Context: an optimization exercise on an open-source flow, tuned for small area, a short achievable clock period and few clock cycles. The choices shown serve that exercise and are no tape-out recipe.
Where RTL was checked, it was by simulation tests only, not by an equivalence proof against the original.
The RTL of runs 1 to 3 was laid out without a check of its function.
No activity file was given, so power comes from the tool's default toggle rates.

`flow/run.sh`:
```
#!/bin/bash
# synth_recipe.tcl (not shown) runs the flow's synth.tcl, then flattens the netlist and writes it again
# the make line also repeats each setting of config.mk as NAME=value (left out here)
make -C /OpenROAD-flow-scripts/flow DESIGN_CONFIG=/design/flow/config.mk WORK_HOME=/design/flow/orfs CLKGATE_MAP_FILE= SYNTH_SCRIPT=/design/flow/synth_recipe.tcl finish
```
`flow/config.mk`:
```
export PLATFORM = sky130hd
export DESIGN_NAME = evsub_tga
export DESIGN_NICKNAME = evsub_tga
export VERILOG_FILES = /design/flow/design.v
export SDC_FILE = /design/flow/constraint.sdc
export NUM_CORES = 4
export LEC_CHECK = 0
export ABC_CLOCK_PERIOD_IN_PS = 4000
export CAP_MARGIN = 40
export CORE_MARGIN = 2
export CORE_UTILIZATION = 40
export SETUP_SLACK_MARGIN = 5
export SLEW_MARGIN = 40
```
`flow/constraint.sdc`:
```
create_clock -name core_clock -period 11.0 [get_ports {clk}]
set_input_delay 2.2000 -clock core_clock [delete_from_list [all_inputs] [get_ports {clk}]]
set_output_delay 2.2000 -clock core_clock [all_outputs]
set_load 0.01 [all_outputs]
```
`flow/design.v`:
```
module evsub_tga (
    input  wire        clk,
    input  wire        rst_n,       
    input  wire        tirq,        
    input  wire        sf_valid,    
    output wire        sf_ready,    
    input  wire [73:0] sf_data,     
    input  wire        sf_err,      
    output wire        ev_valid,    
    input  wire        ev_ready,    
    output wire [39:0] ev_data,     
    output wire        halted       
);
    localparam [2:0] K_PPRESS = 3'd0;
    localparam [2:0] K_PMOVE  = 3'd1;
    localparam [2:0] K_PREL   = 3'd2;
    localparam [2:0] K_PEXIT  = 3'd3;
    localparam [2:0] K_KPRESS = 3'd4;
    localparam [2:0] K_KREL   = 3'd5;
    function [1:0] keyzone;
        input [15:0] x;
        begin
            if (x < 16'd107)      keyzone = 2'd0;
            else if (x < 16'd214) keyzone = 2'd1;
            else if (x < 16'd320) keyzone = 2'd2;
            else                  keyzone = 2'd3;
        end
    endfunction
    reg tirq_q;
    reg tirq_pend;
    reg in_sess;
    reg halt_r;
    wire tirq_fall = tirq_q & ~tirq;
    wire start     = ~in_sess & ~halt_r & (tirq_pend | tirq_fall);
    reg        hv, tv;
    reg [1:0]  hn, tn;              
    reg [32:0] hp0, hp1, tp0, tp1;  
    assign sf_ready = in_sess & ~tv;
    wire take     = sf_valid & sf_ready;
    wire take_ok  = take & ~sf_err;
    wire [1:0]  in_n  = sf_data[73:72];
    wire [32:0] in_p0 = sf_data[68:36];
    wire [32:0] in_p1 = sf_data[32:0];
    always @(posedge clk) begin
        tirq_q <= tirq;
        if (!rst_n) begin
            tirq_pend <= 1'b0;
            in_sess   <= 1'b0;
            halt_r    <= 1'b0;
        end else begin
            tirq_pend <= start ? (tirq_pend & tirq_fall) : (tirq_pend | tirq_fall);
            if (take) begin
                if (sf_err) begin
                    halt_r  <= 1'b1;
                    in_sess <= 1'b0;
                end else if (in_n == 2'd0) begin
                    in_sess <= 1'b0;
                end
            end else if (start) begin
                in_sess <= 1'b1;
            end
        end
    end
    assign halted = halt_r;
    reg  [1:0]  active;
    reg         ptr_valid;
    reg         ptr_id;
    reg  [31:0] last0, last1;       
    reg  [5:0]  done;               
    reg         outv;
    reg  [2:0]  o_kind;
    reg  [1:0]  o_key;
    reg  [31:0] o_xy;
    reg         o_show;
    assign ev_valid = outv;
    assign ev_data  = {2'b00, o_kind, o_key, 1'b0, o_xy & {32{o_show}}};
    wire        v0  = hn[1] | hn[0];
    wire        v1  = hn[1];
    wire        id0 = hp0[32];
    wire        id1 = hp1[32];
    wire [31:0] xy0 = hp0[31:0];
    wire [31:0] xy1 = hp1[31:0];
    wire gy0 = (hp0[15:8] == 8'd0) & (hp0[7:4] != 4'hF);    
    wire gy1 = (hp1[15:8] == 8'd0) & (hp1[7:4] != 4'hF);
    wire [1:0] kz0 = keyzone(hp0[31:16]);
    wire [1:0] kz1 = keyzone(hp1[31:16]);
    wire [1:0] kzl0 = keyzone(last0[31:16]);
    wire [1:0] kzl1 = keyzone(last1[31:16]);
    wire eqA0 = (xy0 == last0);
    wire eqA1 = (xy0 == last1);
    wire eqB0 = (xy1 == last0);
    wire eqB1 = (xy1 == last1);
    wire eq01 = (xy0 == xy1);
    wire eqL0 = id0 ? eqA1 : eqA0;      
    wire eqL1 = id1 ? eqB1 : eqB0;      
    wire same = (id0 == id1);
    wire G0 = v0 & gy0;
    wire G1 = v1 & gy1;
    wire B0 = v0 & ~gy0 & (kz0 != 2'd3);
    wire B1 = v1 & ~gy1 & (kz1 != 2'd3);
    wire act_id0 = id0 ? active[1] : active[0];
    wire act_id1 = id1 ? active[1] : active[0];
    wire set0  = G0 & ~ptr_valid & ~act_id0;
    wire pv1   = ptr_valid | set0;
    wire pid1  = set0 ? id0 : ptr_id;
    wire c_g0  = G0 & pv1 & (pid1 == id0);
    wire e_g0  = c_g0 & ~eqL0;
    wire set1  = G1 & ~pv1 & ~act_id1;
    wire pv2   = pv1 | set1;
    wire pid2  = set1 ? id1 : pid1;
    wire c_g1  = G1 & pv2 & (pid2 == id1);
    wire sg    = c_g0 & same;
    wire eq1   = (sg & ~eqL0) ? eq01 : eqL1;
    wire e_g1  = c_g1 & ~eq1;
    wire act1_id1 = act_id1 | (sg & ~eqL0);
    wire ptr_id0 = pv2 & (pid2 == id0);
    wire ptr_id1 = pv2 & (pid2 == id1);
    wire e_b0  = B0 & ~ptr_id0 & ~act_id0;
    wire e_b1  = B1 & ~ptr_id1 & ~act_id1 & ~(e_b0 & same);
    wire [1:0] proc = {(v0 & id0) | (v1 & id1), (v0 & ~id0) | (v1 & ~id1)};
    wire r0  = active[0] & ~proc[0];
    wire r1  = active[1] & ~proc[1];
    wire rp0 = r0 & pv2 & ~pid2;
    wire rp1 = r1 & pv2 & pid2;
    wire w0 = e_g0 | e_b0;
    wire w1 = e_g1 | e_b1;
    wire [1:0] act_n = proc & (active | {w0 & id0, w0 & ~id0} | {w1 & id1, w1 & ~id1});
    wire [5:0] f   = {r1, r0, e_b1, e_b0, e_g1, e_g0};
    wire [5:0] rem = f & ~done;
    wire [5:0] sel = rem & ~{rem[4:0], 1'b0} & ~{rem[3:0], 2'b0} & ~{rem[2:0], 3'b0}
                         & ~{rem[1:0], 4'b0} & ~{rem[0], 5'b0};
    wire [2:0] n_kind = (sel[0] ? {2'b00, act_id0}  : 3'd0)
                      | (sel[1] ? {2'b00, act1_id1} : 3'd0)
                      | ((sel[2] | sel[3]) ? K_KPRESS : 3'd0)
                      | (sel[4] ? (rp0 ? K_PREL : K_KREL) : 3'd0)
                      | (sel[5] ? (rp1 ? K_PREL : K_KREL) : 3'd0);
    wire [1:0] n_key  = (sel[2] ? kz0 : 2'd0)
                      | (sel[3] ? kz1 : 2'd0)
                      | ((sel[4] & ~rp0) ? kzl0 : 2'd0)
                      | ((sel[5] & ~rp1) ? kzl1 : 2'd0);
    wire n_show = sel[0] | sel[1] | (sel[4] & rp0) | (sel[5] & rp1);
    wire none   = (rem == 6'd0);
    wire lastev = ((rem & ~sel) == 6'd0);
    wire o_rel  = o_show & (o_kind == K_PREL);
    wire load   = ~outv | (ev_ready & ~o_rel);
    wire pop    = hv & (none | (load & lastev));
    wire       pv_n  = pv2 & ~(rp0 | rp1);
    wire w1_0 = w1 & ~id1;
    wire w1_1 = w1 &  id1;
    wire w0_0 = w0 & ~id0;
    wire w0_1 = w0 &  id0;
    always @(posedge clk) begin
        if (!rst_n) begin
            hv        <= 1'b0;
            tv        <= 1'b0;
            outv      <= 1'b0;
            done      <= 6'd0;
            active    <= 2'b00;
            ptr_valid <= 1'b0;
            ptr_id    <= 1'b0;
            last0     <= 32'hFFFFFFFF;
            last1     <= 32'hFFFFFFFF;
        end else begin
            if (~hv | pop) begin
                hv <= tv | take_ok;
                if (tv) begin
                    hn <= tn; hp0 <= tp0; hp1 <= tp1;
                end else begin
                    hn <= in_n; hp0 <= in_p0; hp1 <= in_p1;
                end
            end
            if (tv)
                tv <= ~(~hv | pop);
            else
                tv <= take_ok & hv & ~pop;
            if (take) begin
                tn <= in_n; tp0 <= in_p0; tp1 <= in_p1;
            end
            if (hv & ~none & load) begin
                outv   <= 1'b1;
                o_kind <= n_kind;
                o_key  <= n_key;
                o_show <= n_show;
                if (sel[0]) o_xy <= xy0;
                else if (sel[1]) o_xy <= xy1;
            end else if (ev_ready) begin
                if (o_rel) begin
                    o_kind <= K_PEXIT;
                    o_show <= 1'b0;
                end else begin
                    outv <= 1'b0;
                end
            end
            if (pop) begin
                done <= 6'd0;
                if (hn == 2'd0) begin
                    active    <= 2'b00;
                    ptr_valid <= 1'b0;
                    ptr_id    <= 1'b0;
                    last0     <= 32'hFFFFFFFF;
                    last1     <= 32'hFFFFFFFF;
                end else begin
                    active    <= act_n;
                    ptr_valid <= pv_n;
                    ptr_id    <= pid2;
                    if (w1_0) last0 <= xy1; else if (w0_0) last0 <= xy0;
                    if (w1_1) last1 <= xy1; else if (w0_1) last1 <= xy0;
                end
            end else if (hv & load) begin
                done <= done | sel;
            end
        end
    end
endmodule
```
==> reports/qor.txt, run 1 <==
status - no timing/DRC/antenna violations
WL per Instance - 21.6 um
crit start category - flop
fin crit period - 5710 ps
Yosys reg bits - 255
Placer Congestion - 0.899
Netlist cell types - 63
Total GRT Usage - 21.8%
crit path DAT - 6110 ps
type of the worst setup path - flop to flop
Skew-Pair Late Insertion Delay - 560 ps
Synth async-reset ratio - 0%
DRT Pass-1 Iters - 7
pre-CTS setup slack - 5130 ps
Max Cap Violations - 0
Tcrit/Tclk final - 51.9%
# nets final - 1478
Worst setup EP type - flop
Worst VDD drop - 0.106 mV
Cell Area, Synth - 0.0142 sq mm
reg-to-reg slack, setup - 5290 ps
Detailed Place HPWL - 27300 um
share of cells above drive strength 1 - 13.7%
fin cells - 1881
n_diodes - 0
io pins - 123
RSZ-0062 raised after global routing - false
core area - 0.0353 sq mm
f_max - 175 MHz
sequential share of the synthesized area - 48.1%
total CTS buffers - 28
Synth area leader - edfxtp_1
final setup margin - 5290 ps
skew final - 11.8 ps
post-synthesis cell count - 1333
CTS HTree Levels - 1
LEAKAGE - 0.00552 uW
FP Rows - 69
vias in the first global route - 10.4k
share of the synthesized area in the top cell type - 36.7%
starting density of the core - 40.3%
CTS tree - built
cts hold-fix bufs - 0
Req. time, crit path - 11410 ps
initial antenna violation count - 0
Port Buffers - 113
Slew HR - 43.9%
Worst-path clk slew - 60 ps
clk root buf - clkbuf_16
commonest cells in the netlist - edfxtp_1, mux2i_1, mux2_2, dfxtp_1, nand2_1
Post-Syn Area per Cell - 10.7 sq um
post-route antenna net violation count - 0
endpoints failing hold - 0
first-pass GRT wire length - 62200 um
HP Class - flop to flop
DRT Wirelength - 40700 um
clk buf depth - 3
clk sink count - 255
worst slew pin tran - 834 ps
most frequent cell after synthesis - edfxtp_1
PwrDens - 132 mW/mm^2
TNS Setup - 0 ps
worst-path maximum fanout - 42
vias per cell - 5.71
synth warn - 1
# setup viols final - 0
Top FF cell, synth - edfxtp_1
Synth area leaders - edfxtp_1, dfxtp_1, mux2_2, mux2i_1, nor2b_1
number of synthesized flops with an enable pin - 174
placed standard-cell area - 0.0157 sq mm
gr ovfl total - 0
Design Area, Final - 0.0166 sq mm
DRC - 0
Pins Over Slew Limit - 0
DR iter-0 viols - 896
P&R area growth vs syn - 17.0%
via count - 10.7k
pin count of the biggest net entering global routing - 83
Die Ht - 193 um
die area - 0.0371 sq mm
Die W - 193 um
placed insts - 1827
==> stage by stage <==
step                      util (%)  total power [uW]  hold WS (ps)
final                         47.1              2200           497
after global routing          47.1              2270           523
after floorplan                  -              1220           452
after CTS                     47.0              2210           498
after global placement        44.3              1310           465
after detailed placement      44.5              1310           488
==> critical path, stage by stage (launching register included) <==
cell	delay [ps]
edfxtp_1	340
buf_6	450
mux2i_1	280
xnor2_1	110
nor4_1	510
and4_1	330
buf_4	350
a21boi_4	240
o211ai_1	280
nand4b_1	160
nor4_1	420
nand4_2	360
and2_1	350
o21ai_4	150
buf_4	470
a31oi_4	130
buf_4	350
mux2i_1	200
==> worst paths after layout <==
path,end,cells past startpoint,startpoint
max,last1[3]$_SDFFE_PN1P_,17,hp0[32]$_DFFE_PP_
min,active[0]$_SDFFE_PN0P_,2,active[0]$_SDFFE_PN0P_
max reg2reg,last1[3]$_SDFFE_PN1P_,17,hp0[32]$_DFFE_PP_
min reg2reg,active[0]$_SDFFE_PN0P_,2,active[0]$_SDFFE_PN0P_
==> where the power goes <==
part | internal (uW) | total, uW | switching (uW)
sequential | 1060 | 1100 | 46.4
combinational | 86.3 | 190 | 103
clock | 509 | 902 | 394
total | 1650 | 2200 | 543
==> placed cells by master, fill, tap and decap left out, types with 7 or more instances in the layout <==
cell | netlist | routed
clkdlybuf4s50_1 | 0 | 112
inv_1 | 51 | 51
mux2i_1 | 109 | 109
nand3_1 | 16 | 16
a21oi_1 | 59 | 58
dfxtp_1 | 81 | 80
o21ai_0 | 47 | 47
nor4_1 | 18 | 17
clkbuf_16 | 0 | 29
and2_1 | 37 | 35
clkbuf_1 | 75 | 12
o31ai_1 | 25 | 25
a211oi_1 | 46 | 46
a211o_1 | 19 | 19
nor2b_1 | 75 | 75
mux2_2 | 98 | 98
o211ai_1 | 57 | 57
nor2_1 | 48 | 47
o21a_1 | 40 | 40
xnor2_1 | 37 | 37
edfxtp_1 | 174 | 174
nand4_1 | 19 | 19
nand2_1 | 80 | 79
a21o_1 | 7 | 7
buf_4 | 7 | 20
==> routing by layer <==
layer | wire length, um | track usage (%)
met3 | 2930 | 3.69
met4 | 1010 | 6.05
met1 | 18900 | 31.7
met5 | 0 | 0
met2 | 17800 | 33.4
==> cell type report <==
| cell class | instances | area, sq um |
|---|---|---|
| fill | 3271 | 18700 |
| sequential | 255 | 6850 |
| multi-input combinational | 921 | 6770 |
| timing repair buffer | 140 | 1380 |
| clock buffer | 44 | 812 |
| tap | 461 | 577 |
| inverter | 52 | 195 |
| clock inverter | 8 | 58.8 |
==> cell families (layout without fill, tap and decap cells) <==
| logic type | Yosys count | count (layout) | share of synthesized area (%) |
|---|---|---|---|
| compound gates | 337 | 337 | 16.4 |
| simple gates | 335 | 335 | 12.7 |
| flops | 255 | 255 | 48.1 |
| mux | 207 | 207 | 15.4 |
| buf+inv | 159 | 244 | 4.87 |
| xor+xnor | 39 | 39 | 2.40 |
| other cells | 1 | 3 | 0.0264 |
==> registers in the layout, summed over array words and instances (netlist names), 2 cells and up <==
| register | count |
|---|---|
| hp0 | 33 |
| hp1 | 33 |
| tp0 | 33 |
| tp1 | 33 |
| last0 | 32 |
| last1 | 32 |
| o_xy | 32 |
| done | 6 |
| o_kind | 3 |
| active | 2 |
| hn | 2 |
| o_key | 2 |
| tn | 2 |
==> repair_timing <==
item / 4_1_cts / 5_1_grt
gates resized for setup: 0 / 4
endpoints found under the setup margin: 0 / 132
setup buffers: 0 / 0
==> inputs of run 2 (changes only) <==
--- a/flow/config.mk
+++ b/flow/config.mk
@@ -5,7 +5,7 @@
 export SDC_FILE = /design/flow/constraint.sdc
 export NUM_CORES = 4
 export LEC_CHECK = 0
-export ABC_CLOCK_PERIOD_IN_PS = 4000
+export ABC_CLOCK_PERIOD_IN_PS = 2000
 export CAP_MARGIN = 40
 export CORE_MARGIN = 2
 export CORE_UTILIZATION = 40
==> run 2 against run 1 <==
Sequential cell count did not move; synthesized cell count stayed put; sequential power about the same; wire length is the same; design area did not move; setup slack unchanged; critical path depth unchanged; worst hold slack is the same.
==> reports/qor.txt, run 2 <==
status - no timing/DRC/antenna violations
Cell Area, Synth - 0.0142 sq mm (unchanged)
Clock power frac - 41.1% (about the same)
P&R area growth vs syn - 17.0% (unchanged)
CTS HTree Levels - 1 (unchanged)
# nets final - 1478 (unchanged)
post-CTS sizing - 0 (unchanged)
Slew HR - 43.9% (unchanged)
gr ovfl total - 0 (unchanged)
skew final - 11.8 ps (unchanged)
PwrDens - 132 mW/mm^2 (unchanged)
Seq pwr share - 50.3% (about the same)
initial antenna violation count - 0 (unchanged)
starting density of the core - 40.3% (unchanged)
crit start category - flop
worst hold endpoint - active[0]$_SDFFE_PN0P_
Total GRT Usage - 21.8% (unchanged)
f_max - 175 MHz (unchanged)
Skew-Pair Late Insertion Delay - 560 ps (about the same)
Die W - 193 um (unchanged)
worst-path maximum fanout - 42 (unchanged)
r2r endpoint - last1[3]$_SDFFE_PN1P_
hold depth - 2 (unchanged)
Synth async-reset ratio - 0% (unchanged)
HP Class - flop to flop
number of stages on the worst setup path - 17 (unchanged)
final design utilization - 47.1% (unchanged)
pin count of the biggest net entering global routing - 83 (unchanged)
FP Rows - 69 (unchanged)
combinational power share - 8.6% (about the same)
Sw Ratio - 24.8% (unchanged)
delay-heaviest family, CP - simple AND/OR/NAND/NOR gates
Hold Slack - 497 ps (unchanged)
type of the worst setup path - flop to flop
commonest non-fill, non-tap cells in the layout - edfxtp_1, clkdlybuf4s50_1, mux2i_1, mux2_2, dfxtp_1
share of the synthesized area in the top cell type - 36.7% (unchanged)
fin crit period - 5710 ps (unchanged)
Netlist cell types - 63 (unchanged)
Worst Hold Launch - active[0]$_SDFFE_PN0P_
number of synthesized flops with an enable pin - 174 (unchanged)
Cell Int Power - 1650 uW (unchanged)
clk buf depth - 3 (unchanged)
DR iter-0 viols - 896 (unchanged)
Worst-path clk slew - 60 ps (about the same)
sw power - 543 uW (unchanged)
Worst R2R Start - hp0[32]$_DFFE_PP_
clk sink count - 255 (unchanged)
r2r worst-path depth - 17 (unchanged)
CTS tree - built
Placer Congestion - 0.899 (unchanged)
Detailed Place HPWL - 27300 um (unchanged)
cts hold-fix bufs - 0 (unchanged)
endpoints failing hold - 0 (unchanged)
die area - 0.0371 sq mm (unchanged)
cell mode on critical path - buf_4
Post-Syn Area per Cell - 10.7 sq um (unchanged)
Synth area leaders - edfxtp_1, dfxtp_1, mux2_2, mux2i_1, nor2b_1
Max Cap Violations - 0 (unchanged)
synth warn - 1 (unchanged)
Pins Over Slew Limit - 0 (unchanged)
share of cells above drive strength 1 - 13.7% (unchanged)
crit path buf inv count - 4 (unchanged)
vias in the first global route - 10.4k (unchanged)
worst slew pin tran - 834 ps (unchanged)
post-synthesis cell count - 1333 (unchanged)
RSZ-0062 raised after global routing - false
io pins - 123 (unchanged)
Synth area leader - edfxtp_1
CP max stage cell - nor4_1
Yosys reg bits - 255 (unchanged)
sequential share of the synthesized area - 48.1% (unchanged)
reg-to-reg slack, setup - 5290 ps (about the same)
Worst setup EP type - flop
Top FF cell, synth - edfxtp_1
most frequent cell after synthesis - edfxtp_1
core area - 0.0353 sq mm (unchanged)
clk root buf - clkbuf_16
LEAKAGE - 0.00552 uW (unchanged)
Die Ht - 193 um (unchanged)
vias per cell - 5.71 (unchanged)
CP max stage delay - 510 ps (about the same)
total CTS buffers - 28 (unchanged)
# setup viols final - 0 (unchanged)
via count - 10.7k (unchanged)
Worst VDD drop - 0.106 mV (unchanged)
most common cell after layout, fill and taps aside - edfxtp_1
n_diodes - 0 (unchanged)
Critical Path Start - hp0[32]$_DFFE_PP_
DRT Wirelength - 40700 um (unchanged)
post-route antenna net violation count - 0 (unchanged)
Req. time, crit path - 11410 ps (about the same)
CP cell instances - buf_6, mux2i_1, xnor2_1, nor4_1, and4_1, buf_4, a21boi_4, o211ai_1, nand4b_1, nor4_1, nand4_2, and2_1, o21ai_4, buf_4, a31oi_4, buf_4, mux2i_1
DRC - 0 (unchanged)
DRT Pass-1 Iters - 7 (unchanged)
Tcrit/Tclk final - 51.9% (unchanged)
Port Buffers - 113 (unchanged)
first-pass GRT wire length - 62200 um (unchanged)
Post-CTS Setup Inserts - 0 (unchanged)
WL per Instance - 21.6 um (unchanged)
TNS Setup - 0 ps (unchanged)
crit path DAT - 6110 ps (about the same)
commonest cells in the netlist - edfxtp_1, mux2i_1, mux2_2, dfxtp_1, nand2_1
## run 2: cell counts after synthesis
Identical to the previous run, type by type.
## run 2: worst reg2reg max path, delay by kind of cell (launching register included)
kind / cells / cell delay, ps
xor+xnor: 1 / 110
buf+inv: 4 / 1620
flops: 1 / 340
mux: 2 / 560
compound gates: 4 / 820
simple gates: 6 / 2130
## run 2: worst max path at each step
| stage | end |
|---|---|
| floorplan | hn[0]$_DFFE_PP_ |
| global placement | hp0[3]$_DFFE_PP_ |
| detailed placement | last1[2]$_SDFFE_PN1P_ |
| CTS | last1[28]$_SDFFE_PN1P_ |
| global route | last1[28]$_SDFFE_PN1P_ |
| finish | last1[3]$_SDFFE_PN1P_ |
## run 2: layout make-up
class	count	area (sq um)
clock buffer	44	812
timing repair buffer	140	1380
clock inverter	8	58.8
inverter	52	195
tap	461	577
multi-input combinational	921	6770
fill	3271	18700
sequential	255	6850
## run 2: cell families after synthesis
group | after synthesis | synth area share [%]
buf+inv | 159 | 4.87
simple gates | 335 | 12.7
compound gates | 337 | 16.4
other cells | 1 | 0.0264
xor+xnor | 39 | 2.40
mux | 207 | 15.4
flops | 255 | 48.1
## run 2: power groups by stage
stage / logic [uW] / registers [uW] / clock network, uW
global placement: 185 / 1120 / 0
finish: 190 / 1100 / 902
CTS: 188 / 1100 / 922
floorplan: 127 / 1100 / 0
global route: 205 / 1110 / 962
detailed placement: 187 / 1120 / 0
## run 2: through the flow
step | instance area (sq um) | total power, uW | worst slack (ps) | std cells
final | 16600 | 2200 | 5290 | 1881
after global placement | 15700 | 1310 | 5000 | 1825
after floorplan | 14200 | 1220 | 5770 | 1335
after detailed placement | 15700 | 1310 | 5130 | 1827
after CTS | 16600 | 2210 | 5120 | 1879
after global routing | 16600 | 2270 | 5030 | 1881
## run 2: routing by layer
metal  global-route usage, %  part of all wire [%]  wire (um)
met5                       0                     0          0
met4                    6.05                   2.5       1010
met2                    33.4                    44      17800
met1                    31.7                    47      18900
met3                    3.69                   7.2       2930
==> inputs of run 3 (changes only) <==
==> flow/flow/run.sh (new file) <==
#!/bin/bash
set -euo pipefail
export SETUP_SLACK_MARGIN="${TGA_SETUP_MARGIN:-7.5}"
bash standard.sh > flow_standard.log 2>&1
==> flow/standard.sh (new file) <==
#!/bin/bash
# synth_recipe.tcl (not shown) runs the flow's synth.tcl, then flattens the netlist and writes it again
# the make line also repeats each setting of config.mk as NAME=value (left out here)
make -C /OpenROAD-flow-scripts/flow DESIGN_CONFIG=/design/flow/config.mk WORK_HOME=/design/flow/orfs CLKGATE_MAP_FILE= SYNTH_SCRIPT=/design/flow/synth_recipe.tcl "${@:-finish}"
--- a/flow/config.mk
+++ b/flow/config.mk
@@ -5,9 +5,9 @@
 export SDC_FILE = /design/flow/constraint.sdc
 export NUM_CORES = 4
 export LEC_CHECK = 0
-export ABC_CLOCK_PERIOD_IN_PS = 2000
+export ABC_CLOCK_PERIOD_IN_PS = 3000
 export CAP_MARGIN = 40
 export CORE_MARGIN = 2
 export CORE_UTILIZATION = 40
-export SETUP_SLACK_MARGIN = 5
 export SLEW_MARGIN = 40
+export TNS_END_PERCENT = 100
removed: flow/run.sh
==> run 3 against run 2 <==
Critical path depth up 3; final cell count up 7.0%; non-clock buffer count up 127; highest routed layer is now met5; sequential cell count unchanged; clock-buffer cell count down 6; critical endpoint is now last1[17]$_SDFFE_PN1P_.
==> reports/qor.txt, run 3 <==
status - no timing/DRC/antenna violations
fin cells - 2013 (+7.0%)
Die W - 193 um (unchanged)
combinational power share - 10.4% (+1.8 points)
clk sink count - 255 (unchanged)
Slew HR - 42.2% (-1.7 points)
LEAKAGE - 0.00675 uW (+22%)
Clock power frac - 42.3% (+1.2 points)
FP Rows - 69 (unchanged)
PwrDens - 121 mW/mm^2 (-8.3%)
f_max - 204 MHz (+17%)
die area - 0.0371 sq mm (unchanged)
DRC - 0 (unchanged)
commonest cells in the netlist - edfxtp_1, mux2i_1, mux2_2, dfxtp_1, nand2_1
total CTS buffers - 28 (unchanged)
Total GRT Usage - 25.6% (+3.8 points)
Req. time, crit path - 11470 ps (+60 ps)
io pins - 123 (unchanged)
number of synthesized flops with an enable pin - 174 (unchanged)
Post-Syn Area per Cell - 10.7 sq um (unchanged)
HP Class - flop to flop
# setup viols final - 0 (unchanged)
CP cell instances - buf_6, buf_16, mux2i_1, xnor2_1, nor4_2, and4_4, a21oi_4, buf_4, o211ai_1, nand4_1, nor4_2, nand4_4, buf_12, a31oi_4, o211ai_1, buf_6, a31oi_4, buf_6, buf_12, mux2i_1
CTS HTree Levels - 1 (unchanged)
Synth area leader - edfxtp_1
first-pass GRT wire length - 71600 um (+15%)
post-synthesis cell count - 1333 (unchanged)
post-route antenna net violation count - 0 (unchanged)
worst-path maximum fanout - 10 (-76%)
Sw Ratio - 24.5% (-0.30 points)
DR iter-0 viols - 1311 (+46%)
sw power - 571 uW (+5.1%)
via count - 11.9k (+11%)
skew final - 24.7 ps (+13.0 ps)
commonest non-fill, non-tap cells in the layout - edfxtp_1, mux2i_1, mux2_2, dfxtp_1, nand2_1
CTS tree - built
clk buf depth - 3 (unchanged)
RSZ-0062 raised after global routing - true
pin count of the biggest net entering global routing - 86 (+3.6%)
vias per cell - 5.92 (+3.5%)
Placer Congestion - 0.913 (+1.6%)
# nets final - 1610 (+8.9%)
crit path buf inv count - 7 (+3)
synth warn - 1 (unchanged)
n_diodes - 0 (unchanged)
share of cells above drive strength 1 - 29.3% (+16 points)
WL per Instance - 24.1 um (+12%)
Seq pwr share - 47.3% (-3.0 points)
DRT Pass-1 Iters - 7 (unchanged)
crit path DAT - 5370 ps (-740 ps)
sequential share of the synthesized area - 48.1% (unchanged)
cell mode on critical path - buf_6
placed insts - 1826 (-0.055%)
starting density of the core - 40.3% (unchanged)
Top FF cell, synth - edfxtp_1
type of the worst setup path - flop to flop
Die Ht - 193 um (unchanged)
core area - 0.0353 sq mm (unchanged)
gr ovfl total - 0 (unchanged)
most common cell after layout, fill and taps aside - edfxtp_1
Detailed Place HPWL - 27400 um (+0.56%)
Worst setup EP type - flop
Netlist cell types - 63 (unchanged)
Synth area leaders - edfxtp_1, dfxtp_1, mux2_2, mux2i_1, nor2b_1
P&R area growth vs syn - 35.7%
Port Buffers - 113 (unchanged)
Tcrit/Tclk final - 44.5% (-7.3 points)
DRT Wirelength - 48600 um (+19%)
most frequent cell after synthesis - edfxtp_1
Cell Int Power - 1760 uW (+6.8%)
Worst-path clk slew - 60 ps (about the same)
initial antenna violation count - 1 (+1)
delay-heaviest family, CP - simple AND/OR/NAND/NOR gates
Synth async-reset ratio - 0% (unchanged)
Cell Area, Synth - 0.0142 sq mm (unchanged)
Pins Over Slew Limit - 0 (unchanged)
share of the synthesized area in the top cell type - 36.7% (unchanged)
Skew-Pair Late Insertion Delay - 570 ps (about the same)
endpoints failing hold - 0 (unchanged)
CP max stage cell - edfxtp_1
TNS Setup - 0 ps (unchanged)
fin crit period - 4900 ps (-808 ps)
Yosys reg bits - 255 (unchanged)
Worst VDD drop - 0.0968 mV (-8.5%)
crit start category - flop
clk root buf - clkbuf_16
worst slew pin tran - 860 ps (+25.3 ps)
CP max stage delay - 420 ps (-90 ps)
Max Cap Violations - 0 (unchanged)
vias in the first global route - 11.5k (+11%)
run 3: changes by cell type in the layout (fill, tap and decap cells not counted), sizes merged:
| cell | delta |
|---|---|
| o21ai | +1 |
| dlygate4sd2 | +7 |
| clkinvlp | +4 |
| bufbuf | +1 |
| a21boi | +1 |
| clkbuf | +2 |
| buf | +151 |
| clkinv | -2 |
| bufinv | +4 |
| and3 | +3 |
| clkdlybuf4s50 | -40 |
run 3: power groups by stage:
stage	clock network [uW]	logic (uW)	registers [uW]
after floorplan	0	129	1090
after global placement	0	187	1120
after detailed placement	0	189	1120
after CTS	1010	230	1100
after global routing	1040	257	1110
final	988	243	1100
run 3: logic make-up after synthesis:
kind of cell	Yosys count	share of synthesized area (%)
AOI/OAI and AO/OA	337	16.4
xor gates and xnor gates	39	2.40
buffers and inverters	159	4.87
DFF	255	48.1
muxes	207	15.4
other	1	0.0264
and+or+nand+nor	335	12.7
run 3: path summary, 6_finish.rpt:
path                              from                      to  slack [ps]  cells after the start
setup reg to reg     hp0[32]$_DFFE_PP_  last1[17]$_SDFFE_PN1P_        6100                     20
hold / removal    tirq_pend$_SDFF_PN0_    tirq_pend$_SDFF_PN0_         480                      2
setup / recovery     hp0[32]$_DFFE_PP_  last1[17]$_SDFFE_PN1P_        6100                     20
hold reg to reg   tirq_pend$_SDFF_PN0_    tirq_pend$_SDFF_PN0_         480                      2
run 3: area by class of cell:
| type | instances | area (sq um) |
|---|---|---|
| Tap cell | 461 | 577 |
| Clock buffer | 38 | 779 |
| Timing Repair Buffer | 267 | 3300 |
| Clock inverter | 14 | 183 |
| Multi-Input combinational cell | 926 | 7400 |
| Sequential cell | 255 | 6850 |
| Fill cell | 2982 | 16000 |
| Inverter | 52 | 199 |
run 3: tightest hold or removal path: cells and delay by family, from the launching register on:
family | cells | cell delay (ps)
AO/OA/AOI/OAI | 1 | 60
AND/OR/NAND/NOR | 1 | 50
flip-flops | 1 | 320
run 3: layer usage:
layer / track usage (%) / wire, um / up-vias
met5: 0 / 12 / -
met4: 11.1 / 2650 / 2
met3: 5.09 / 4370 / 185
met2: 38.8 / 20900 / 657
met1: 35.6 / 20600 / 5693
li1: - / - / 5371
run 3: timing repair:
action | CTS | global route
setup endpoints to repair | 322 | 272
resized for setup | 320 | 99
cloned | 25 | 9
buffers inserted | 79 | 22
pin swaps | 33 | 21
hold buffers | 0 | 0
run 3: per-stage QoR:
step / hold WS (ps) / worst slack [ps] / instance area [sq um] / util, % / power [uW]
after floorplan: 452 / 6960 / 14400 / - / 1220
final: 483 / 6100 / 19300 / 54.7 / 2340
after CTS: 484 / 6420 / 18500 / 52.3 / 2340
after detailed placement: 477 / 4330 / 15800 / 44.7 / 1310
after global placement: 465 / 4380 / 15700 / 44.6 / 1310
after global routing: 536 / 6000 / 19300 / 54.7 / 2410
==> inputs of run 4 (changes only) <==
--- a/flow/design.v
+++ b/flow/design.v
@@ -66,12 +66,15 @@
     reg         ptr_valid;
     reg         ptr_id;
     reg  [31:0] last0, last1;       
+    reg  [1:0]  lv;                 
     reg  [5:0]  done;               
+    reg  [1:0]  wr;                 
     reg         outv;
     reg  [2:0]  o_kind;
     reg  [1:0]  o_key;
-    reg  [31:0] o_xy;
     reg         o_show;
+    reg         o_id;
+    wire [31:0] o_xy = o_id ? last1 : last0;
     assign ev_valid = outv;
     assign ev_data  = {2'b00, o_kind, o_key, 1'b0, o_xy & {32{o_show}}};
     wire        v0  = hn[1] | hn[0];
@@ -86,11 +89,10 @@
     wire [1:0] kz1 = keyzone(hp1[31:16]);
     wire [1:0] kzl0 = keyzone(last0[31:16]);
     wire [1:0] kzl1 = keyzone(last1[31:16]);
-    wire eqA0 = (xy0 == last0);
-    wire eqA1 = (xy0 == last1);
-    wire eqB0 = (xy1 == last0);
-    wire eqB1 = (xy1 == last1);
-    wire eq01 = (xy0 == xy1);
+    wire eqA0 = lv[0] & (xy0 == last0);
+    wire eqA1 = lv[1] & (xy0 == last1);
+    wire eqB0 = lv[0] & (xy1 == last0);
+    wire eqB1 = lv[1] & (xy1 == last1);
     wire eqL0 = id0 ? eqA1 : eqA0;      
     wire eqL1 = id1 ? eqB1 : eqB0;      
     wire same = (id0 == id1);
@@ -109,10 +111,10 @@
     wire pv2   = pv1 | set1;
     wire pid2  = set1 ? id1 : pid1;
     wire c_g1  = G1 & pv2 & (pid2 == id1);
-    wire sg    = c_g0 & same;
-    wire eq1   = (sg & ~eqL0) ? eq01 : eqL1;
+    wire g0m   = e_g0 & same & ~done[0];    
+    wire eq1   = g0m ? (xy0 == xy1) : eqL1;
     wire e_g1  = c_g1 & ~eq1;
-    wire act1_id1 = act_id1 | (sg & ~eqL0);
+    wire act1_id1 = act_id1 | wr[id1] | g0m;
     wire ptr_id0 = pv2 & (pid2 == id0);
     wire ptr_id1 = pv2 & (pid2 == id1);
     wire e_b0  = B0 & ~ptr_id0 & ~act_id0;
@@ -122,9 +124,6 @@
     wire r1  = active[1] & ~proc[1];
     wire rp0 = r0 & pv2 & ~pid2;
     wire rp1 = r1 & pv2 & pid2;
-    wire w0 = e_g0 | e_b0;
-    wire w1 = e_g1 | e_b1;
-    wire [1:0] act_n = proc & (active | {w0 & id0, w0 & ~id0} | {w1 & id1, w1 & ~id1});
     wire [5:0] f   = {r1, r0, e_b1, e_b0, e_g1, e_g0};
     wire [5:0] rem = f & ~done;
     wire [5:0] sel = rem & ~{rem[4:0], 1'b0} & ~{rem[3:0], 2'b0} & ~{rem[2:0], 3'b0}
@@ -144,22 +143,26 @@
     wire o_rel  = o_show & (o_kind == K_PREL);
     wire load   = ~outv | (ev_ready & ~o_rel);
     wire pop    = hv & (none | (load & lastev));
+    wire ld     = hv & ~none & load;
+    wire wp0  = sel[0] | sel[2];            
+    wire wp1  = sel[1] | sel[3];            
+    wire wid  = wp1 ? id1 : id0;
+    wire wany = wp0 | wp1;
+    wire [1:0] wnow = {wany & wid, wany & ~wid};
+    wire [1:0] act_n = proc & (active | wr | wnow | {e_b0 & id0, e_b0 & ~id0}
+                                                  | {e_b1 & id1, e_b1 & ~id1});
     wire       pv_n  = pv2 & ~(rp0 | rp1);
-    wire w1_0 = w1 & ~id1;
-    wire w1_1 = w1 &  id1;
-    wire w0_0 = w0 & ~id0;
-    wire w0_1 = w0 &  id0;
     always @(posedge clk) begin
         if (!rst_n) begin
             hv        <= 1'b0;
             tv        <= 1'b0;
             outv      <= 1'b0;
             done      <= 6'd0;
+            wr        <= 2'b00;
             active    <= 2'b00;
             ptr_valid <= 1'b0;
             ptr_id    <= 1'b0;
-            last0     <= 32'hFFFFFFFF;
-            last1     <= 32'hFFFFFFFF;
+            lv        <= 2'b00;
         end else begin
             if (~hv | pop) begin
                 hv <= tv | take_ok;
@@ -176,13 +179,12 @@
             if (take) begin
                 tn <= in_n; tp0 <= in_p0; tp1 <= in_p1;
             end
-            if (hv & ~none & load) begin
+            if (ld) begin
                 outv   <= 1'b1;
                 o_kind <= n_kind;
                 o_key  <= n_key;
                 o_show <= n_show;
-                if (sel[0]) o_xy <= xy0;
-                else if (sel[1]) o_xy <= xy1;
+                if (sel[0] | sel[1]) o_id <= wid;
             end else if (ev_ready) begin
                 if (o_rel) begin
                     o_kind <= K_PEXIT;
@@ -193,22 +195,27 @@
             end
             if (pop) begin
                 done <= 6'd0;
+                wr   <= 2'b00;
                 if (hn == 2'd0) begin
                     active    <= 2'b00;
                     ptr_valid <= 1'b0;
                     ptr_id    <= 1'b0;
-                    last0     <= 32'hFFFFFFFF;
-                    last1     <= 32'hFFFFFFFF;
+                    lv        <= 2'b00;
                 end else begin
                     active    <= act_n;
                     ptr_valid <= pv_n;
                     ptr_id    <= pid2;
-                    if (w1_0) last0 <= xy1; else if (w0_0) last0 <= xy0;
-                    if (w1_1) last1 <= xy1; else if (w0_1) last1 <= xy0;
-                end
-            end else if (hv & load) begin
-                done <= done | sel;
+                    lv        <= lv | wnow;
+                end
+            end else if (ld) begin
+                done <= done | {|sel[5:5], |sel[5:4], |sel[5:3], |sel[5:2], |sel[5:1], |sel[5:0]};
+                wr   <= wr | wnow;
+                lv   <= lv | wnow;
             end
         end
     end
+    always @(posedge clk) begin
+        if (rst_n & ld & wnow[0]) last0 <= wp0 ? xy0 : xy1;
+        if (rst_n & ld & wnow[1]) last1 <= wp0 ? xy0 : xy1;
+    end
 endmodule
==> flow/run.sh (new file) <==
#!/bin/bash
# synth_recipe.tcl (not shown) runs the flow's synth.tcl, then flattens the netlist and writes it again
# the make line also repeats each setting of config.mk as NAME=value (left out here)
make -C /OpenROAD-flow-scripts/flow DESIGN_CONFIG=/design/flow/config.mk WORK_HOME=/design/flow/orfs CLKGATE_MAP_FILE= SYNTH_SCRIPT=/design/flow/synth_recipe.tcl finish
--- a/flow/config.mk
+++ b/flow/config.mk
@@ -5,9 +5,8 @@
 export SDC_FILE = /design/flow/constraint.sdc
 export NUM_CORES = 4
 export LEC_CHECK = 0
-export ABC_CLOCK_PERIOD_IN_PS = 3000
 export CAP_MARGIN = 40
 export CORE_MARGIN = 2
 export CORE_UTILIZATION = 40
+export SETUP_SLACK_MARGIN = 5
 export SLEW_MARGIN = 40
-export TNS_END_PERCENT = 100
removed: flow/flow/run.sh
removed: flow/standard.sh
==> run 4 against run 3 <==
Worst hold slack worse by 5.8 ps; clock power is 13% lower; setup slack lost 220 ps; register-to-register slack lost 40 ps; non-clock buffer count fell by 144; critical path type is now input port to flop; largest cell class is now sequential cells.
==> reports/qor.txt, run 4 <==
Netlist cell types - 73 (+16%)
DR iter-0 viols - 683 (-48%)
PwrDens - 141 mW/mm^2 (+16%)
Worst setup EP type - flop
via count - 8606 (-28%)
HP Class - flop to flop
placed insts - 1463 (-20%)
Port Buffers - 113 (unchanged)
Hold Slack - 477 ps (-5.79 ps)
vias in the first global route - 8690 (-24%)
clk sink count - 228 (-11%)
DRT Pass-1 Iters - 5 (-2)
status - no timing/DRC/antenna violations
f_max - 195 MHz (-4.4%)
total CTS buffers - 26 (-7.1%)
DRT Wirelength - 37700 um (-22%)
post-route antenna net violation count - 0 (unchanged)
initial antenna violation count - 0 (-1)
fin crit period - 5120 ps (+223 ps)
Clock power frac - 41.6% (-0.7 points)
Cell Int Power - 1570 uW (-11%)
placed standard-cell area - 0.0139 sq mm (-12%)
Slew HR - 38.6% (-3.5 points)
Die Ht - 180 um (-6.7%)
r2r endpoint - hn[0]$_DFFE_PP_
endpoints failing hold - 0 (unchanged)
clk buf depth - 3 (unchanged)
Post-CTS Setup Inserts - 0 (-100%)
reg-to-reg slack, setup - 6060 ps (-40 ps)
fin cells - 1510 (-25%)
Worst VDD drop - 0.105 mV (+8.6%)
core area - 0.0305 sq mm (-14%)
post-synthesis cell count - 997 (-25%)
WL per Instance - 25.0 um (+3.3%)
Synth area leaders - edfxtp_1, mux2_2, xor2_1, xnor2_1, dfxtp_1
Total GRT Usage - 23.2% (-2.4 points)
Die W - 180 um (-6.7%)
Filler cells - 2750 (-7.8%)
Synth area leader - edfxtp_1
share of cells above drive strength 1 - 15.9% (-13 points)
Post-Syn Area per Cell - 12.4 sq um (+16%)
Worst-path clk slew - 60 ps (about the same)
commonest non-fill, non-tap cells in the layout - edfxtp_1, clkdlybuf4s50_1, mux2_2, xor2_1, xnor2_1
share of the synthesized area in the top cell type - 50.4% (+14 points)
crit path DAT - 5290 ps (-80 ps)
synth warn - 1 (unchanged)
TNS Setup - 0 ps (unchanged)
worst slew pin tran - 912 ps (+52.6 ps)
DRC - 0 (unchanged)
combinational power share - 8.7% (-1.7 points)
Pins Over Slew Limit - 0 (unchanged)
CTS HTree Levels - 1 (unchanged)
io pins - 123 (unchanged)
LEAKAGE - 0.00488 uW (-28%)
Seq pwr share - 49.7% (+2.4 points)
CTS tree - built
final setup margin - 5880 ps (-223 ps)
type of the worst setup path - input port to flop
sw power - 501 uW (-12%)
Req. time, crit path - 11170 ps (-300 ps)
Cell Area, Synth - 0.0123 sq mm (-13%)
worst-path maximum fanout - 47 (+37)
# setup viols final - 0 (unchanged)
Worst R2R Start - hp1[23]$_DFFE_PP_
Max Cap Violations - 0 (unchanged)
starting density of the core - 40.4% (+0.16 points)
Yosys reg bits - 228 (-11%)
Placer Congestion - 0.972 (+6.4%)
commonest cells in the netlist - edfxtp_1, mux2_2, xor2_1, xnor2_1, nor4_1
Skew-Pair Late Insertion Delay - 550 ps (-20 ps)
first-pass GRT wire length - 56600 um (-21%)
Tcrit/Tclk final - 46.6% (+2.0 points)
Top FF cell, synth - edfxtp_1
pin count of the biggest net entering global routing - 70 (-19%)
hold depth - 2 (unchanged)
n_diodes - 0 (unchanged)
r2r worst-path depth - 9 (-55%)
die area - 0.0323 sq mm (-13%)
vias per cell - 5.70 (-3.7%)
Sw Ratio - 24.2% (-0.25 points)
Synth async-reset ratio - 0% (unchanged)
Worst Hold Launch - tirq_pend$_SDFF_PN0_
most common cell after layout, fill and taps aside - edfxtp_1
skew final - 25.5 ps (+0.800 ps)
pre-CTS setup slack - 5290 ps (+964 ps)
FP Rows - 64 (-7.2%)
# nets final - 1175 (-27%)
sequential share of the synthesized area - 53.8% (+5.7 points)
clk root buf - clkbuf_16
P&R area growth vs syn - 19.4%
most frequent cell after synthesis - edfxtp_1
Detailed Place HPWL - 28600 um (+4.4%)
crit start category - input port
worst hold endpoint - tirq_pend$_SDFF_PN0_
cts hold-fix bufs - 0 (unchanged)
gr ovfl total - 0 (unchanged)
post-CTS sizing - 0 (-100%)
RSZ-0062 raised after global routing - false
Design Area, Final - 0.0147 sq mm (-24%)
number of synthesized flops with an enable pin - 207 (+19%)
[run 4: how the worst max path moves through the flow]
stage	from	to	slack (ps)	depth (start not counted)
2_1_floorplan	ev_ready	hn[0]$_DFFE_PP_	5640	7
3_3_place_gp	ev_ready	hp0[10]$_DFFE_PP_	5330	9
6_report	ev_ready	hn[0]$_DFFE_PP_	5880	9
5_1_grt	ev_ready	hp0[32]$_DFFE_PP_	5600	9
3_5_place_dp	ev_ready	hp0[10]$_DFFE_PP_	5290	9
4_1_cts	ev_ready	hn[1]$_DFFE_PP_	5850	9
[run 4: kinds of logic after synthesis]
| kind of cell | synth area share [%] |
|---|---|
| other | 0.0304 |
| buffers and inverters | 2.38 |
| xor gates and xnor gates | 11.7 |
| adders and majority gates | 0.162 |
| AOI/OAI and AO/OA | 6.54 |
| muxes | 12.0 |
| DFF | 53.8 |
| and+or+nand+nor | 13.4 |
[run 4: cell type report]
type	instances	area (sq um)	share of cell area (%)
Multi-Input combinational cell	698	5460	37.1
Clock inverter	13	135	0.918
Clock buffer	34	722	4.90
Inverter	18	67.6	0.459
Timing Repair Buffer	123	1210	8.22
Sequential cell	228	6640	45.1
Tap cell	396	495	3.37
[run 4: layer usage]
metal	vias up	routed length (um)	GRT usage [%]
met1	4269	16900	32.8
met4	0	1210	6.96
met3	59	2430	4.36
met5	-	0	0
li1	3963	-	-
met2	315	17100	36.4
[run 4: power by group through the flow]
stage               Combinational, uW  Sequential [uW]  Clock, uW
finish                            180             1030        861
global route                      193             1030        917
CTS                               179             1030        880
detailed placement                177             1050          0
global placement                  178             1050          0
floorplan                         113             1020          0
[run 4: critical path: stages]
cell,delay (ps)
clkdlybuf4s50_1,480
inv_1,40
o21ai_1,400
maj3_1,270
a21oi_1,80
o31a_1,310
o21ai_1,230
and2_2,640
buf_4,610
[run 4: per-stage QoR]
stage | total power, uW | util, %
2_1_floorplan | 1130 | -
3_3_place_gp | 1220 | 45.4
3_5_place_dp | 1220 | 45.5
4_1_cts | 2090 | 48.3
5_1_grt | 2140 | 48.3
6_report | 2070 | 48.3
Testbench counts of run 4, summed over its fixed seeds: cycles 9,355.
==> inputs of run 5 (changes only) <==
==> flow/flow/run.sh (new file) <==
#!/bin/bash
set -euo pipefail
export BUFFER_PORTS_ARGS="-buffer_cell sky130_fd_sc_hd__buf_1"
export SETUP_SLACK_MARGIN=6.5
bash standard.sh > flow_standard.log 2>&1
==> flow/standard.sh (new file) <==
#!/bin/bash
# synth_recipe.tcl (not shown) runs the flow's synth.tcl, then flattens the netlist and writes it again
# the make line also repeats each setting of config.mk as NAME=value (left out here)
make -C /OpenROAD-flow-scripts/flow DESIGN_CONFIG=/design/flow/config.mk WORK_HOME=/design/flow/orfs CLKGATE_MAP_FILE= SYNTH_SCRIPT=/design/flow/synth_recipe.tcl "${@:-finish}"
--- a/flow/config.mk
+++ b/flow/config.mk
@@ -7,6 +7,5 @@
 export LEC_CHECK = 0
 export CAP_MARGIN = 40
 export CORE_MARGIN = 2
-export CORE_UTILIZATION = 40
-export SETUP_SLACK_MARGIN = 5
+export CORE_UTILIZATION = 60
 export SLEW_MARGIN = 40
removed: flow/run.sh
==> run 5 against run 4 <==
Synthesized cell count unchanged; final cell count fell by 8.7%; setup slack better by 770 ps; critical path depth unchanged; die area down 33%; non-clock buffer count is 1 lower; design area is 6.2% lower; clock skew down 13 ps; sequential cell count did not move; clock power down 4.1%; via count grew 3.3%; critical path type is now flop to flop.
==> reports/qor.txt, run 5 <==
CP cell instances - xor2_1, nor4_2, nand3_1, nor4_1, nor3_4, o31a_1, o21ai_1, and2_4, buf_12
CTS HTree Levels - 1 (unchanged)
Port Buffers - 113 (unchanged)
CTS tree - built
io pins - 123 (unchanged)
commonest non-fill, non-tap cells in the layout - edfxtp_1, buf_1, mux2_2, xor2_1, xnor2_1
Sw Ratio - 23.7% (-0.53 points)
Die Ht - 147 um (-18%)
Worst R2R Start - hp1[23]$_DFFE_PP_
Req. time, crit path - 11210 ps (+40 ps)
HP Class - flop to flop
Design Area, Final - 0.0138 sq mm (-6.2%)
sw power - 477 uW (-4.8%)
crit path DAT - 4560 ps (-730 ps)
sequential share of the synthesized area - 53.8% (unchanged)
gr ovfl total - 0 (unchanged)
CP max stage delay - 860 ps (+220 ps)
vias per cell - 6.45 (+13%)
worst-path maximum fanout - 40 (-15%)
Detailed Place HPWL - 26700 um (-6.9%)
final design utilization - 68.2% (+20 points)
DRT Wirelength - 35700 um (-5.3%)
pin count of the biggest net entering global routing - 70 (unchanged)
Worst setup EP type - flop
CP max stage cell - nor4_1
initial antenna violation count - 0 (unchanged)
PwrDens - 146 mW/mm^2 (+3.8%)
delay-heaviest family, CP - simple AND/OR/NAND/NOR gates
crit start category - flop
type of the worst setup path - flop to flop
Max Cap Violations - 0 (unchanged)
Tcrit/Tclk final - 39.5% (-7.0 points)
# setup viols final - 0 (unchanged)
Worst Hold Launch - tirq_pend$_SDFF_PN0_
Skew-Pair Late Insertion Delay - 530 ps (-20 ps)
core area - 0.0202 sq mm (-34%)
Slew HR - 33.3% (-5.3 points)
post-route antenna net violation count - 0 (unchanged)
worst slew pin tran - 991 ps (+78.7 ps)
Hold Slack - 482 ps (+4.64 ps)
DRC - 0 (unchanged)
clk buf depth - 3 (unchanged)
register area - 0.00664 sq mm (unchanged)
Yosys reg bits - 228 (unchanged)
Netlist cell types - 73 (unchanged)
Total GRT Usage - 32.9% (+9.6 points)
# nets final - 1172 (-0.26%)
Placer Congestion - 1.03 (+6.1%)
TNS Setup - 0 ps (unchanged)
Cell Int Power - 1540 uW (-2.0%)
most frequent cell after synthesis - edfxtp_1
Worst-path clk slew - 60 ps (about the same)
fin crit period - 4350 ps (-773 ps)
Synth area leaders - edfxtp_1, mux2_2, xor2_1, xnor2_1, dfxtp_1
commonest cells in the netlist - edfxtp_1, mux2_2, xor2_1, xnor2_1, nor4_1
n_diodes - 0 (unchanged)
Multi-input gate area - 0.00546 sq mm (unchanged)
total CTS buffers - 24 (-7.7%)
Pins Over Slew Limit - 0 (unchanged)
Cell Area, Synth - 0.0123 sq mm (unchanged)
skew final - 12.9 ps (-12.6 ps)
f_max - 230 MHz (+18%)
P&R area growth vs syn - 12.0%
Worst VDD drop - 0.154 mV (+46%)
Clock power frac - 41.0% (-0.6 points)
WL per Instance - 25.9 um (+3.7%)
Synth async-reset ratio - 0% (unchanged)
most common cell after layout, fill and taps aside - edfxtp_1
crit path buf inv count - 1 (-2)
LEAKAGE - 0.00455 uW (-6.8%)
DR iter-0 viols - 975 (+43%)
Critical Path Start - hp1[23]$_DFFE_PP_
share of the synthesized area in the top cell type - 50.4% (unchanged)
clk sink count - 228 (unchanged)
Post-Syn Area per Cell - 12.4 sq um (unchanged)
first-pass GRT wire length - 53600 um (-5.4%)
clk root buf - clkbuf_16
die area - 0.0217 sq mm (-33%)
Seq pwr share - 51.1% (+1.4 points)
Post-CTS Setup Inserts - 0 (unchanged)
DRT Pass-1 Iters - 8 (+3)
post-synthesis cell count - 997 (unchanged)
RSZ-0062 raised after global routing - true
Synth area leader - edfxtp_1
starting density of the core - 61.0% (+21 points)
combinational power share - 7.9% (-0.8 points)
Die W - 147 um (-18%)
placed standard-cell area - 0.0130 sq mm (-6.3%)
Top FF cell, synth - edfxtp_1
Filler cells - 1491 (-46%)
share of cells above drive strength 1 - 15.2% (-0.65 points)
synth warn - 1 (unchanged)
vias in the first global route - 8695 (+0.058%)
endpoints failing hold - 0 (unchanged)
number of synthesized flops with an enable pin - 207 (unchanged)
via count - 8888 (+3.3%)
FP Rows - 52 (-19%)
status - no timing/DRC/antenna violations
## run 5: cell counts after synthesis
No cell type changed its count.
## run 5: cells by family (layout without fill, tap and decap cells)
kind of cell | count (synthesis) | count (layout) | synth area share (%)
adder cells (fa/ha/maj) | 2 | 2 | 0.162
AO/OA/AOI/OAI | 114 | 114 | 6.54
AND/OR/NAND/NOR | 279 | 279 | 13.4
flip-flops | 228 | 228 | 53.8
other | 1 | 3 | 0.0304
multiplexers | 135 | 135 | 12.0
buffers and inverters | 73 | 183 | 2.38
XOR/XNOR | 165 | 165 | 11.7
## run 5: layer usage
metal | vias to the layer above | wire length [um] | track usage, %
met2 | 503 | 16200 | 51.4
met4 | 0 | 1310 | 10.2
met1 | 4341 | 15200 | 47.5
met5 | - | 0 | 0
met3 | 87 | 2970 | 5.71
li1 | 3957 | - | -
## run 5: final timing paths
path,endpoint,slack [ps],depth (start not counted)
worst max-delay path,hp1[7]$_DFFE_PP_,6650,9
worst min-delay path,tirq_pend$_SDFF_PN0_,480,2
worst max register to register,hp1[7]$_DFFE_PP_,6650,9
worst min register to register,tirq_pend$_SDFF_PN0_,480,2
## run 5: worst min-delay path: stages (launching register included)
cell     delay [ps]
dfxtp_1         320
nand2_1          60
a21oi_1          50
## run 5: what timing repair did
action / in CTS / in global routing
endpoints found under the setup margin: 0 / 72
hold buffers: 0 / 0
resized for setup: 0 / 2
## run 5: metrics by stage
stage	worst slack [ps]	power [uW]	instances
3_5_place_dp	6230	1200	1336
3_3_place_gp	6180	1200	1334
6_report	6650	2020	1379
2_1_floorplan	6640	1130	999
4_1_cts	6570	2020	1379
5_1_grt	6490	2070	1379
## run 5: power by group through the flow
stage | clock, uW | combinational [uW] | sequential [uW]
floorplan | 0 | 114 | 1020
global placement | 0 | 152 | 1050
detailed placement | 0 | 154 | 1050
CTS | 833 | 155 | 1030
global route | 865 | 169 | 1030
finish | 826 | 159 | 1030
## run 5: final cells by class
cell class | instances | share of cell area, %
multi-input combinational | 698 | 39.5
clock inverter | 13 | 1.27
tap | 270 | 2.45
clock buffer | 30 | 4.51
inverter | 18 | 0.489
timing repair buffer | 122 | 3.71
sequential | 228 | 48.1
==> inputs of run 6 (changes only) <==
==> flow/flow/run.sh (replaced) <==
#!/bin/bash
set -euo pipefail
export BUFFER_PORTS_ARGS="-buffer_cell sky130_fd_sc_hd__buf_1"
export SETUP_SLACK_MARGIN=6.0
bash standard.sh > flow_standard.log 2>&1
==> run 6 against run 5 <==
Still clean on timing, DRC and antenna; non-clock buffer count is the same; utilization shrank 0.33 points; design area shrank 0.48%; first-iteration DRC count shrank 2.7%; clock power shrank 7.9%; wire length shrank 2.1%; area after synthesis is the same; clock-buffer cell count grew 3; setup slack lost 390 ps; via count shrank 0.46%; power shrank 3.3%; largest cell class unchanged.
==> reports/qor.txt, run 6 <==
Synth async-reset ratio - 0% (unchanged)
crit path buf inv count - 1 (unchanged)
# setup viols final - 0 (unchanged)
io pins - 123 (unchanged)
starting density of the core - 61.0% (unchanged)
HP Class - flop to flop
first-pass GRT wire length - 52500 um (-1.9%)
pre-CTS setup slack - 5710 ps (-518 ps)
commonest non-fill, non-tap cells in the layout - edfxtp_1, buf_1, mux2_2, xor2_1, xnor2_1
crit start category - flop
worst hold endpoint - wr[1]$_SDFFE_PP0P_
type of the worst setup path - flop to flop
DRC - 0 (unchanged)
Pins Over Slew Limit - 0 (unchanged)
endpoints failing hold - 0 (unchanged)
post-synthesis cell count - 997 (unchanged)
Worst Hold Launch - wr[1]$_SDFFE_PP0P_
Port Buffers - 113 (unchanged)
Filler cells - 1519 (+1.9%)
FP Rows - 52 (unchanged)
DRT Pass-1 Iters - 7 (-1)
WL per Instance - 25.3 um (-2.1%)
TNS Setup - 0 ps (unchanged)
fin cells - 1380 (+0.073%)
via count - 8847 (-0.46%)
vias in the first global route - 8679 (-0.18%)
CP cell instances - xor2_1, nor4_1, nand3_1, nor4_1, nor3_2, o31a_1, o21ai_1, and2_4, buf_4
Placer Congestion - 1.02 (-1.1%)
hold depth - 2 (unchanged)
LEAKAGE - 0.00452 uW (-0.67%)
delay-heaviest family, CP - simple AND/OR/NAND/NOR gates
Post-CTS Setup Inserts - 0 (unchanged)
Synth area leader - edfxtp_1
cts hold-fix bufs - 0 (unchanged)
P&R area growth vs syn - 11.4%
PwrDens - 142 mW/mm^2 (-2.9%)
DR iter-0 viols - 949 (-2.7%)
CP max stage cell - nor4_1
sequential share of the synthesized area - 53.8% (unchanged)
met1 usage - 48.0% (+0.46 points)
most common cell after layout, fill and taps aside - edfxtp_1
Total GRT Usage - 32.3% (-0.54 points)
final setup margin - 6270 ps (-386 ps)
clk root buf - clkbuf_16
post-CTS sizing - 0 (unchanged)
Tcrit/Tclk final - 43.0% (+3.5 points)
clk sink count - 228 (unchanged)
core area - 0.0202 sq mm (unchanged)
skew final - 19.4 ps (+6.44 ps)
DRT Wirelength - 35000 um (-2.1%)
met2 GRT Util - 49.2% (-2.1 points)
Top FF cell, synth - edfxtp_1
synth warn - 1 (unchanged)
Cell Area, Synth - 0.0123 sq mm (unchanged)
most frequent cell after synthesis - edfxtp_1
share of cells above drive strength 1 - 15.1% (-0.10 points)
Detailed Place HPWL - 26000 um (-2.4%)
placed insts - 1336 (unchanged)
worst slew pin tran - 806 ps (-185 ps)
number of synthesized flops with an enable pin - 207 (unchanged)
crit path DAT - 4900 ps (+340 ps)
M3 GR Usage - 4.60% (-1.1 points)
r2r endpoint - hp1[5]$_DFFE_PP_
CTS HTree Levels - 1 (unchanged)
CTS tree - built
Worst setup EP type - flop
cell mode on critical path - nor4_1
Worst VDD drop - 0.142 mV (-7.7%)
r2r worst-path depth - 9 (unchanged)
Slew HR - 46.0% (+13 points)
Yosys reg bits - 228 (unchanged)
commonest cells in the netlist - edfxtp_1, mux2_2, xor2_1, xnor2_1, nor4_1
reg-to-reg slack, setup - 6270 ps (-390 ps)
CP max stage delay - 730 ps (-130 ps)
status - no timing/DRC/antenna violations
vias per cell - 6.41 (-0.53%)
Req. time, crit path - 11170 ps (-40 ps)
n_diodes - 0 (unchanged)
pin count of the biggest net entering global routing - 70 (unchanged)
layer with the highest usage - met2
worst-path maximum fanout - 44 (+10%)
fin crit period - 4730 ps (+386 ps)
# nets final - 1172 (unchanged)
share of the synthesized area in the top cell type - 50.4% (unchanged)
Post-Syn Area per Cell - 12.4 sq um (unchanged)
Worst R2R Start - hp1[23]$_DFFE_PP_
f_max - 211 MHz (-8.2%)
total CTS buffers - 24 (unchanged)
initial antenna violation count - 0 (unchanged)
Die W - 147 um (unchanged)
clk buf depth - 3 (unchanged)
Die Ht - 147 um (unchanged)
post-route antenna net violation count - 0 (unchanged)
Skew-Pair Late Insertion Delay - 540 ps (about the same)
final design utilization - 67.9% (-0.33 points)
RSZ-0062 raised after global routing - false
gr ovfl total - 0 (unchanged)
Netlist cell types - 73 (unchanged)
Synth area leaders - edfxtp_1, mux2_2, xor2_1, xnor2_1, dfxtp_1
Worst-path clk slew - 70 ps (about the same)
Max Cap Violations - 0 (unchanged)
die area - 0.0217 sq mm (unchanged)
[run 6: cell type report]
type,instances,area [sq um],area share (%)
flip-flops and latches,228,6640,48.3
repair buffers,122,499,3.63
inverters,18,67.6,0.492
multi-input cells,698,5470,39.8
well taps,270,338,2.46
clock buffers,33,644,4.69
clock inverters,11,86.3,0.628
[run 6: tightest hold or removal path: stages, from the launching register on]
cell      delay (ps)
dfxtp_1          320
inv_1             50
a211oi_1          50
[run 6: report_power, final]
group          leakage, uW  switching [uW]  internal, uW  total, uW
clock network     0.000359             328           433        761
logic              0.00207            92.4          64.2        157
registers          0.00209            52.8           978       1030
total              0.00452             473          1480       1950
[run 6: cells by family after synthesis]
kind of cell / Yosys count / synth area share, %
fa+ha+maj: 2 / 0.162
compound gates: 114 / 6.54
mux: 135 / 12.0
xor+xnor: 165 / 11.7
other cells: 1 / 0.0304
simple gates: 279 / 13.4
flops: 228 / 53.8
buf+inv: 73 / 2.38
[run 6: worst max-delay path by stage]
stage	to	slack, ps	start	cells after the start
finish	hp1[5]$_DFFE_PP_	6270	hp1[23]$_DFFE_PP_	9
global route	hp1[5]$_DFFE_PP_	6120	hp1[23]$_DFFE_PP_	9
CTS	hp1[5]$_DFFE_PP_	6100	hp1[23]$_DFFE_PP_	9
detailed placement	hp1[5]$_DFFE_PP_	5710	ev_ready	9
global placement	hp1[5]$_DFFE_PP_	5800	ev_ready	9
floorplan	last1[0]$_DFFE_PP_	6120	ev_ready	6
[run 6: metal layers]
layer  part of all wire (%)  vias up  wire, um
li1                       -     3965         -
met5                      0        -         0
met1                     44     4354     15300
met3                    7.7       81      2680
met4                    4.0        0      1380
met2                     44      447     15600
[run 6: through the flow]
stage / total power (uW) / hold WS [ps] / instance area, sq um
2_1_floorplan: 1130 / 434 / 12400
3_3_place_gp: 1200 / 462 / 13000
3_5_place_dp: 1200 / 469 / 13000
4_1_cts: 1950 / 481 / 13700
5_1_grt: 2000 / 503 / 13700
6_report: 1950 / 480 / 13700
==> inputs of run 7 (changes only) <==
==> flow/flow/run.sh (replaced) <==
#!/bin/bash
set -euo pipefail
export BUFFER_PORTS_ARGS="-buffer_cell sky130_fd_sc_hd__buf_1"
export SETUP_SLACK_MARGIN=8.5
bash standard.sh > flow_standard.log 2>&1
==> run 7 against run 6 <==
Clock-buffer cell count decreased by 8; sequential power about the same; synthesized cell count unchanged; wire length increased by 41%; non-clock buffer count increased by 146; clock skew increased by 11 ps; clock power increased by 3.0%; first-iteration DRC count increased by 68%; sequential share of layout area decreased by 8.9 points.
==> reports/qor.txt, run 7 <==
CP max stage cell - edfxtp_1
Hold Slack - 528 ps (+48.2 ps)
crit path DAT - 1880 ps (-3020 ps)
first-pass GRT wire length - 65000 um (+24%)
DRT Pass-1 Iters - 8 (+1)
most common cell after layout, fill and taps aside - edfxtp_1
Skew-Pair Late Insertion Delay - 530 ps (about the same)
TNS Setup - 0 ps (unchanged)
# nets final - 1321 (+13%)
LEAKAGE - 0.00586 uW (+30%)
crit path buf inv count - 3 (+2)
# setup viols final - 0 (unchanged)
reg-to-reg slack, setup - 7150 ps (+880 ps)
combinational power share - 11.7% (+3.7 points)
clk root buf - clkbuf_16
via count - 10.7k (+21%)
register area - 0.00665 sq mm (+0.11%)
share of the synthesized area in the top cell type - 50.4% (unchanged)
Die W - 147 um (unchanged)
vias per cell - 7.03 (+9.7%)
share of cells above drive strength 1 - 35.6% (+20 points)
number of synthesized flops with an enable pin - 207 (unchanged)
synth warn - 1 (unchanged)
delay-heaviest family, CP - buffers and inverters
Placer Congestion - 1.01 (-1.3%)
CP max stage delay - 380 ps (-350 ps)
Synth async-reset ratio - 0% (unchanged)
f_max - 245 MHz (+16%)
status - no timing/DRC/antenna violations
placed insts - 1337 (+0.075%)
starting density of the core - 61.0% (unchanged)
Synth area leader - edfxtp_1
commonest non-fill, non-tap cells in the layout - edfxtp_1, xor2_1, mux2_2, xnor2_1, buf_1
vias in the first global route - 10.2k (+17%)
clk buf depth - 3 (unchanged)
type of the worst setup path - flop to output port
pin count of the biggest net entering global routing - 36 (-49%)
DR iter-0 viols - 1595 (+68%)
Top FF cell, synth - edfxtp_1
clk sink count - 228 (unchanged)
Netlist cell types - 73 (unchanged)
post-route antenna net violation count - 0 (unchanged)
worst-path maximum fanout - 16 (-64%)
Worst Hold Launch - tn[1]$_DFFE_PP_
PwrDens - 122 mW/mm^2 (-14%)
commonest cells in the netlist - edfxtp_1, mux2_2, xor2_1, xnor2_1, nor4_1
Seq pwr share - 50.1% (-2.8 points)
final setup margin - 6920 ps (+655 ps)
Post-Syn Area per Cell - 12.4 sq um (unchanged)
Pins Over Slew Limit - 0 (unchanged)
HP Class - flop to flop
CTS HTree Levels - 1 (unchanged)
FP Rows - 52 (unchanged)
CP cell instances - buf_4, buf_16, mux2i_1, nor2b_1, buf_2
Tcrit/Tclk final - 37.1% (-6.0 points)
Sw Ratio - 25.3% (+1.1 points)
sequential share of the synthesized area - 53.8% (unchanged)
final design utilization - 83.4% (+15 points)
Slew HR - 36.8% (-9.2 points)
P&R area growth vs syn - 36.8%
initial antenna violation count - 2 (+2)
Die Ht - 147 um (unchanged)
RSZ-0062 raised after global routing - true
fin cells - 1527 (+11%)
Yosys reg bits - 228 (unchanged)
DRC - 0 (unchanged)
Req. time, crit path - 8800 ps (-2370 ps)
fin crit period - 4080 ps (-655 ps)
CTS tree - built
most frequent cell after synthesis - edfxtp_1
Worst VDD drop - 0.138 mV (-3.0%)
[run 7: what timing repair did]
| item | 4_1_cts | 5_1_grt |
|---|---|---|
| setup endpoints to repair | 336 | 324 |
| cloned | 25 | 5 |
| setup buffers | 91 | 28 |
| pin swaps | 47 | 26 |
| resized for setup | 194 | 72 |
[run 7: power by group through the flow]
stage	combinational [uW]	clock [uW]	sequential, uW
final	241	784	1030
after global routing	248	813	1030
after CTS	209	776	1030
after detailed placement	154	0	1050
after global placement	152	0	1050
after floorplan	118	0	1020
[run 7: layout make-up]
cell class	instances	share of cell area [%]
multi-input cells	702	37.8
clock buffers	25	3.46
flip-flops and latches	228	39.4
inverters	18	0.460
repair buffers	268	16.1
clock inverters	14	0.823
well taps	270	2.00
diodes	2	0.0297
[run 7: stage by stage]
step | total power (uW) | area, sq um
6_report | 2060 | 16900
3_3_place_gp | 1200 | 13100
3_5_place_dp | 1200 | 13200
4_1_cts | 2010 | 16200
5_1_grt | 2090 | 16900
2_1_floorplan | 1130 | 12700
[run 7: logic make-up after synthesis]
kind of cell,after synthesis,synth area share [%]
buffers and inverters,73,2.38
flip-flops,228,53.8
adder cells (fa/ha/maj),2,0.162
AO/OA/AOI/OAI,114,6.54
XOR/XNOR,165,11.7
multiplexers,135,12.0
AND/OR/NAND/NOR,279,13.4
other,1,0.0304
[run 7: worst reg2reg max path: stages (launching register included)]
cell and delay [ps]:
edfxtp_1 430, buf_4 190, xnor2_1 290, nand4_1 150, nor4_1 810, a2111oi_2 300
nor4b_4 400, nor2_1 140, o21ai_4 210, and2_4 260, buf_6 150, buf_12 100
buf_16 110
[run 7: metal layers]
metal	wire, um	part of all wire [%]	track usage (%)
met4	4320	8.7	21.0
met3	5930	12	9.07
met5	13	0.026	0
met1	17600	36	54.3
met2	21500	44	63.8
[run 7: path summary, 6_finish.rpt]
check                                          to  cells after the start
worst max-delay path                  ev_data[23]                      5
worst min-delay path              hn[1]$_DFFE_PP_                      1
worst max register to register  hp1[15]$_DFFE_PP_                     12
worst min register to register    hn[1]$_DFFE_PP_                      1

Setup slack of run 7, layout unchanged: 6.921 ns with ideal ports, 6.876 ns with driving cells assumed (clock clkbuf_16, inputs buf_2), 6.645 ns with port delays also shifted by the 0.562 ns mid clock arrival.
